This design comes from an exercise in tuning for small area and a short achievable clock period on the open sky130 flow, not from production work. In this exercise RTL edits were held to simulation tests only and were not proved equivalent to the original. Power and IR drop assume default switching activity.

==> inputs of job 9726 <==
==> flow/design.v <==
module qd256 (
    input  wire       clk,
    input  wire       rst,
    input  wire       cmd_valid,
    input  wire [2:0] cmd_op,
    input  wire [7:0] cmd_a,
    input  wire [7:0] cmd_b,
    output reg        res_valid,
    output reg  [7:0] res,
    output wire       err
);
    reg [7:0] acc;
    reg       acc_in_res;
    reg       err_q;
    wire [7:0] acc_v = acc_in_res ? res : acc;
    wire       use_acc = cmd_op[2];                  
    wire       inv     = ~(cmd_op[0] ^ cmd_op[2]);   
    wire       no_b    = cmd_op[1];                  
    wire [7:0] l    = use_acc ? acc_v : cmd_a;
    wire [7:0] r    = no_b ? 8'h00 : cmd_b;
    wire       jl   = l[7];
    wire       sub  = jl | inv;                      
    wire       cin  = jl;                            
    wire       nout = inv & ~jl;                     
    wire       flip = jl & (r[0] ^ (inv & l[0]));    
    wire [6:0] ro   = r[6:0] ^ {7{sub}};
    wire [7:0] s8   = {l[6:0], cin} + {ro, cin};
    wire [6:0] k    = s8[7:1] ^ {7{nout}} ^ {flip, 6'd0};
    wire [7:0] out  = {jl ^ r[7], k};
    wire       emits = cmd_op[2] ? ~cmd_op[1] : (cmd_op[1] ^ cmd_op[0]);
    wire       v_enc = cmd_valid & (cmd_op == 3'b100);
    wire       v_dec = cmd_valid & (cmd_op == 3'b101);
    wire       v_clr = cmd_valid & (cmd_op == 3'b011);
    always @(posedge clk) begin
        if (rst) begin
            acc        <= 8'h00;
            acc_in_res <= 1'b0;
            err_q      <= 1'b0;
            res_valid  <= 1'b0;
        end else begin
            res_valid  <= cmd_valid & emits;
            acc        <= v_clr ? 8'h00 : v_dec ? cmd_b : acc_v;
            acc_in_res <= v_enc;
            if (cmd_valid & cmd_op[2] & cmd_op[1])
                err_q <= 1'b1;
        end
    end
    always @(posedge clk)
        res <= out;
    assign err = err_q;
endmodule
==> flow/flow/run.sh <==
#!/bin/bash
# Own layout flow: the standard synthesis unchanged, then the logic
# between the registers re-mapped for area by OpenROAD's restructure (ABC),
# then the standard layout with plain buf_1 port buffers and an internal
# setup target for repair_timing (flow/knobs.txt); CTS adds no dummy load cells.
set -euo pipefail
cd "$(dirname "${BASH_SOURCE[0]}")/.."
KNOBS=$(cat flow/knobs.txt)
RES=$PWD/orfs/results/$FLOW_PLATFORM/qd256/base
bash standard.sh synth > make_synth.log 2>&1
mkdir -p rmp_work
LIB=$FLOW_HOME/platforms/$FLOW_PLATFORM/lib/sky130_fd_sc_hd__tt_025C_1v80.lib
python3 flow/libfilter.py "$LIB" rmp_work/rmp.lib 'sky130_fd_sc_hd__probe*' 'sky130_fd_sc_hd__lpflow_*'
RES=$RES LIB=$LIB RMP_LIB=$PWD/rmp_work/rmp.lib \
  openroad -no_init -exit flow/rmp.tcl > openroad_rmp.log 2>&1
# shellcheck disable=SC2086
bash standard.sh $KNOBS \
  "BUFFER_PORTS_ARGS=-buffer_cell sky130_fd_sc_hd__buf_1" \
  "CTS_ARGS=-sink_clustering_enable -repair_clock_nets -dont_use_dummy_load" \
  finish > make_finish.log 2>&1
==> flow/flow/knobs.txt <==
SETUP_SLACK_MARGIN=6.3 PLACE_DENSITY=0.7
==> flow/flow/libfilter.py <==
# Write a copy of a liberty file without the cells that match the given
# glob patterns (the platform's don't-use list), for restructure's ABC run.
import fnmatch, re, sys
src, dst = sys.argv[1], sys.argv[2]
pats = sys.argv[3:]
text = open(src).read()
out = []
i = 0
cell_re = re.compile(r'\n\s*cell\s*\(\s*"?([A-Za-z0-9_]+)"?\s*\)\s*\{')
while True:
    m = cell_re.search(text, i)
    if not m:
        out.append(text[i:])
        break
    name = m.group(1)
    # find the matching closing brace of this cell group
    depth = 0
    j = m.end() - 1
    while True:
        c = text[j]
        if c == '{':
            depth += 1
        elif c == '}':
            depth -= 1
            if depth == 0:
                break
        j += 1
    if any(fnmatch.fnmatchcase(name, p) for p in pats):
        out.append(text[i:m.start()])
    else:
        out.append(text[i:j + 1])
    i = j + 1
open(dst, 'w').write(''.join(out))
==> flow/flow/rmp.tcl <==
# Re-map the synthesized logic for area; registers and ports are untouched.
# ABC maps to a copy of the library without the platform's don't-use cells.
read_liberty $::env(LIB)
read_db $::env(RES)/1_synth.odb
read_sdc $::env(RES)/1_synth.sdc
report_design_area
restructure -target area -liberty_file $::env(RMP_LIB) \
  -tielo_port sky130_fd_sc_hd__conb_1/LO -tiehi_port sky130_fd_sc_hd__conb_1/HI \
  -work_dir rmp_work -abc_logfile rmp_work/abc.log
report_design_area
foreach inst [[ord::get_db_block] getInsts] {
  set m [[$inst getMaster] getName]
  if { [string match "*lpflow*" $m] || [string match "*probe*" $m] } {
    error "restructure used don't-use cell $m"
  }
}
write_db $::env(RES)/1_synth.odb
==> flow/standard.sh <==
#!/bin/bash
# synth_recipe.tcl (not shown) runs the flow's synth.tcl, then flattens the netlist and writes it again
# the make line also repeats each setting of config.mk as NAME=value (left out here)
make -C /OpenROAD-flow-scripts/flow DESIGN_CONFIG=/design/flow/config.mk WORK_HOME=/design/flow/orfs CLKGATE_MAP_FILE= SYNTH_SCRIPT=/design/flow/synth_recipe.tcl "${@:-finish}"
==> flow/config.mk <==
export PLATFORM = sky130hd
export DESIGN_NAME = qd256
export DESIGN_NICKNAME = qd256
export VERILOG_FILES = /design/flow/design.v
export SDC_FILE = /design/flow/constraint.sdc
export NUM_CORES = 4
export LEC_CHECK = 0
export ABC_AREA = 1
export CAP_MARGIN = 20
export CORE_AREA = 2 2 61 61
export DIE_AREA = 0 0 63 63
export SLEW_MARGIN = 20
==> flow/constraint.sdc <==
create_clock -name core_clock -period 10.0 [get_ports {clk}]
set_input_delay 2.0000 -clock core_clock [delete_from_list [all_inputs] [get_ports {clk}]]
set_output_delay 2.0000 -clock core_clock [all_outputs]
set_load 0.01 [all_outputs]
==> job 9509: changes against job 9726 <==
==> flow/design.v, changed modules only <==
module qd256 (
    input  wire       clk,
    input  wire       rst,
    input  wire       cmd_valid,
    input  wire [2:0] cmd_op,
    input  wire [7:0] cmd_a,
    input  wire [7:0] cmd_b,
    output reg        res_valid,
    output reg  [7:0] res,
    output wire       err
);
    reg [7:0] acc;
    reg       err_q;
    wire       use_acc = cmd_op[2];                  
    wire       inv     = ~(cmd_op[0] ^ cmd_op[2]);   
    wire       no_b    = cmd_op[1];                  
    wire [7:0] l    = use_acc ? acc : cmd_a;
    wire [7:0] r    = no_b ? 8'h00 : cmd_b;
    wire       jl   = l[7];
    wire       sub  = jl | inv;
    wire       cin  = jl;
    wire       nout = inv & ~jl;
    wire       flip = jl & (r[0] ^ (inv & l[0]));
    wire [6:0] ro = r[6:0] ^ {7{sub}};
    wire [6:0] lo = l[6:0];
    wire [7:0] g0 = {lo & ro, cin};
    wire [7:0] p0 = {lo ^ ro, 1'b0};
    wire [7:0] s8 = {lo, cin} + {ro, cin};
    wire [6:0] cc = s8[7:1] ^ p0[7:1];
    wire [6:0] sum = p0[7:1] ^ cc;
    wire [6:0] k    = sum ^ {7{nout}} ^ {flip, 6'd0};
    wire [7:0] out  = {jl ^ r[7], k};
    wire       emits = cmd_op[2] ? ~cmd_op[1] : (cmd_op[1] ^ cmd_op[0]);
    always @(posedge clk) begin
        if (rst) begin
            acc       <= 8'h00;
            err_q     <= 1'b0;
            res_valid <= 1'b0;
        end else begin
            res_valid <= cmd_valid & emits;
            if (cmd_valid) begin
                case (cmd_op)
                    3'b011: acc <= 8'h00;
                    3'b100: acc <= out;
                    3'b101: acc <= cmd_b;
                    default: ;
                endcase
                if (cmd_op[2] & cmd_op[1])
                    err_q <= 1'b1;
            end
        end
    end
    always @(posedge clk)
        res <= out;
    assign err = err_q;
endmodule
==> flow/flow/run.sh (replaced) <==
#!/bin/bash
# Own layout flow: the standard flow (standard synthesis unchanged) with
# plain buf_1 port buffers, an internal setup target for repair_timing
# (flow/knobs.txt) and, after CTS, a downsizing pass that keeps that target.
set -euo pipefail
cd "$(dirname "${BASH_SOURCE[0]}")/.."
KNOBS=$(cat flow/knobs.txt)
for h in flow/*.hook.tcl; do
  [ -e "$h" ] || continue
  v=$(basename "$h" .hook.tcl)
  export "${v}_TCL=$PWD/$h"
done
# shellcheck disable=SC2086
bash standard.sh $KNOBS \
  "BUFFER_PORTS_ARGS=-buffer_cell sky130_fd_sc_hd__buf_1" finish > make_finish.log 2>&1
==> flow/flow/PRE_FLOORPLAN.hook.tcl (new file) <==
# Re-map the synthesized logic for area (registers are left as they are);
# repair_timing later in the flow sizes the critical paths back up.
puts "hook: restructure for area"
if { [env_var_exists_and_non_empty DONT_USE_CELLS] } {
  set_dont_use $::env(DONT_USE_CELLS)
}
report_design_area
file mkdir $::env(OBJECTS_DIR)/rmp
restructure -target area -liberty_file [lindex $::env(LIB_FILES) 0] \
  -tielo_port sky130_fd_sc_hd__conb_1/LO -tiehi_port sky130_fd_sc_hd__conb_1/HI \
  -work_dir $::env(OBJECTS_DIR)/rmp -abc_logfile $::env(LOG_DIR)/rmp_abc.log
report_design_area
==> flow/flow/knobs.txt (replaced) <==
SETUP_SLACK_MARGIN=5.0
- ABC_AREA: 1 -> default
- CORE_AREA: 2 2 61 61 -> default
- CORE_MARGIN: default -> 2
- CORE_UTILIZATION: default -> 40
- DIE_AREA: 0 0 63 63 -> default
removed: flow/flow/libfilter.py
removed: flow/flow/rmp.tcl
==> job 2691: changes against job 9726 <==
==> flow/design.v, changed modules only <==
module qd256 (
    input  wire       clk,
    input  wire       rst,
    input  wire       cmd_valid,
    input  wire [2:0] cmd_op,
    input  wire [7:0] cmd_a,
    input  wire [7:0] cmd_b,
    output reg        res_valid,
    output reg  [7:0] res,
    output wire       err
);
    reg [7:0] acc;
    reg       err_q;
    wire       use_acc = cmd_op[2];                  
    wire       inv     = ~(cmd_op[0] ^ cmd_op[2]);   
    wire       no_b    = cmd_op[1];                  
    wire [7:0] l    = use_acc ? acc : cmd_a;
    wire [7:0] r    = no_b ? 8'h00 : cmd_b;
    wire       jl   = l[7];
    wire       sub  = jl | inv;
    wire       cin  = jl;
    wire       nout = inv & ~jl;
    wire       flip = jl & (r[0] ^ (inv & l[0]));
    wire [6:0] ro = r[6:0] ^ {7{sub}};
    wire [6:0] lo = l[6:0];
    wire [7:0] g0 = {lo & ro, cin};
    wire [7:0] p0 = {lo ^ ro, 1'b0};
    wire [7:0] s8 = {lo, cin} + {ro, cin};
    wire [6:0] cc = s8[7:1] ^ p0[7:1];
    wire [6:0] sum = p0[7:1] ^ cc;
    wire [6:0] k    = sum ^ {7{nout}} ^ {flip, 6'd0};
    wire [7:0] out  = {jl ^ r[7], k};
    wire       emits = cmd_op[2] ? ~cmd_op[1] : (cmd_op[1] ^ cmd_op[0]);
    wire       v_enc = cmd_valid & (cmd_op == 3'b100);
    wire       v_dec = cmd_valid & (cmd_op == 3'b101);
    wire       v_clr = cmd_valid & (cmd_op == 3'b011);
    wire       hold  = ~(v_enc | v_dec | v_clr);
    wire [7:0] acc_d = ({8{v_enc}} & out) | ({8{v_dec}} & cmd_b) | ({8{hold}} & acc);
    always @(posedge clk) begin
        if (rst) begin
            acc       <= 8'h00;
            err_q     <= 1'b0;
            res_valid <= 1'b0;
        end else begin
            res_valid <= cmd_valid & emits;
            acc       <= acc_d;
            if (cmd_valid & cmd_op[2] & cmd_op[1])
                err_q <= 1'b1;
        end
    end
    always @(posedge clk)
        res <= out;
    assign err = err_q;
endmodule
==> flow/flow/knobs.txt (replaced) <==
SETUP_SLACK_MARGIN=5.5 PLACE_DENSITY=0.8
==> job 320: changes against job 9726 <==
==> flow/flow/knobs.txt (replaced) <==
SETUP_SLACK_MARGIN=6.0 PLACE_DENSITY=0.7
==> comparison <==
Between job 9509 and job 9726, the lower setup slack is in job 9509 (gap 1.1 ns).
Die area: job 9509 is smaller than job 320 (26%).
Clock power: job 2691 < job 9509 < job 9726 < job 320.
First-iteration DRC count, highest first: job 9726, job 2691, job 320, job 9509.
Job 320 finished clean. Job 2691 completed without violations. Job 9509 passed the timing, DRC and antenna checks. Job 9726 completed with no timing, DRC or antenna violations.
Of job 9726 and job 2691, job 9726 has the higher area after synthesis (gap about 11%, measured against job 2691).

[separate check: timing with driven ports]
The results above use ideal ports. As a check the final layouts listed here were re-extracted and re-timed, cells and wires unchanged. Step 1 (the two cells are an assumption about what drives the block):
set clk [get_ports {clk}]
set_driving_cell -lib_cell sky130_fd_sc_hd__clkbuf_16 $clk
set_driving_cell -lib_cell sky130_fd_sc_hd__buf_2 [delete_from_list [all_inputs] $clk]
Step 2 adds t to the input delays and takes it off the output delays; t is the mean of the earliest and latest rising clock arrival at the registers after step 1. Input paths then give back, and output paths get back, about the clock's delay inside the block. a / b / c = no drivers / after step 1 / after step 2; a / b = the first two.
run | t (ns) | setup WS [ns] | worst hold slack (ns) | worst register clock-pin slew, ns | cell pins on the clock port's net
job 9726 | 0.316 | 6.376 / 6.349 / 6.033 | 0.487 / 0.487 / 0.487 | 0.11 / 0.11 | 1
job 9509 | 0.315 | 5.263 / 5.264 / 4.950 | 0.477 / 0.477 / 0.477 | 0.11 / 0.11 | 1
job 2691 | 0.311 | 5.735 / 5.734 / 5.423 | 0.481 / 0.481 / 0.481 | 0.10 / 0.10 | 1
job 320 | 0.312 | 6.170 / 6.170 / 5.858 | 0.491 / 0.491 / 0.491 | 0.12 / 0.12 | 1
After both steps setup and hold are still met in every run listed. The setup slack of job 9726, which loses most, moves by -0.027 ns with the drivers and by -0.343 ns with both steps.
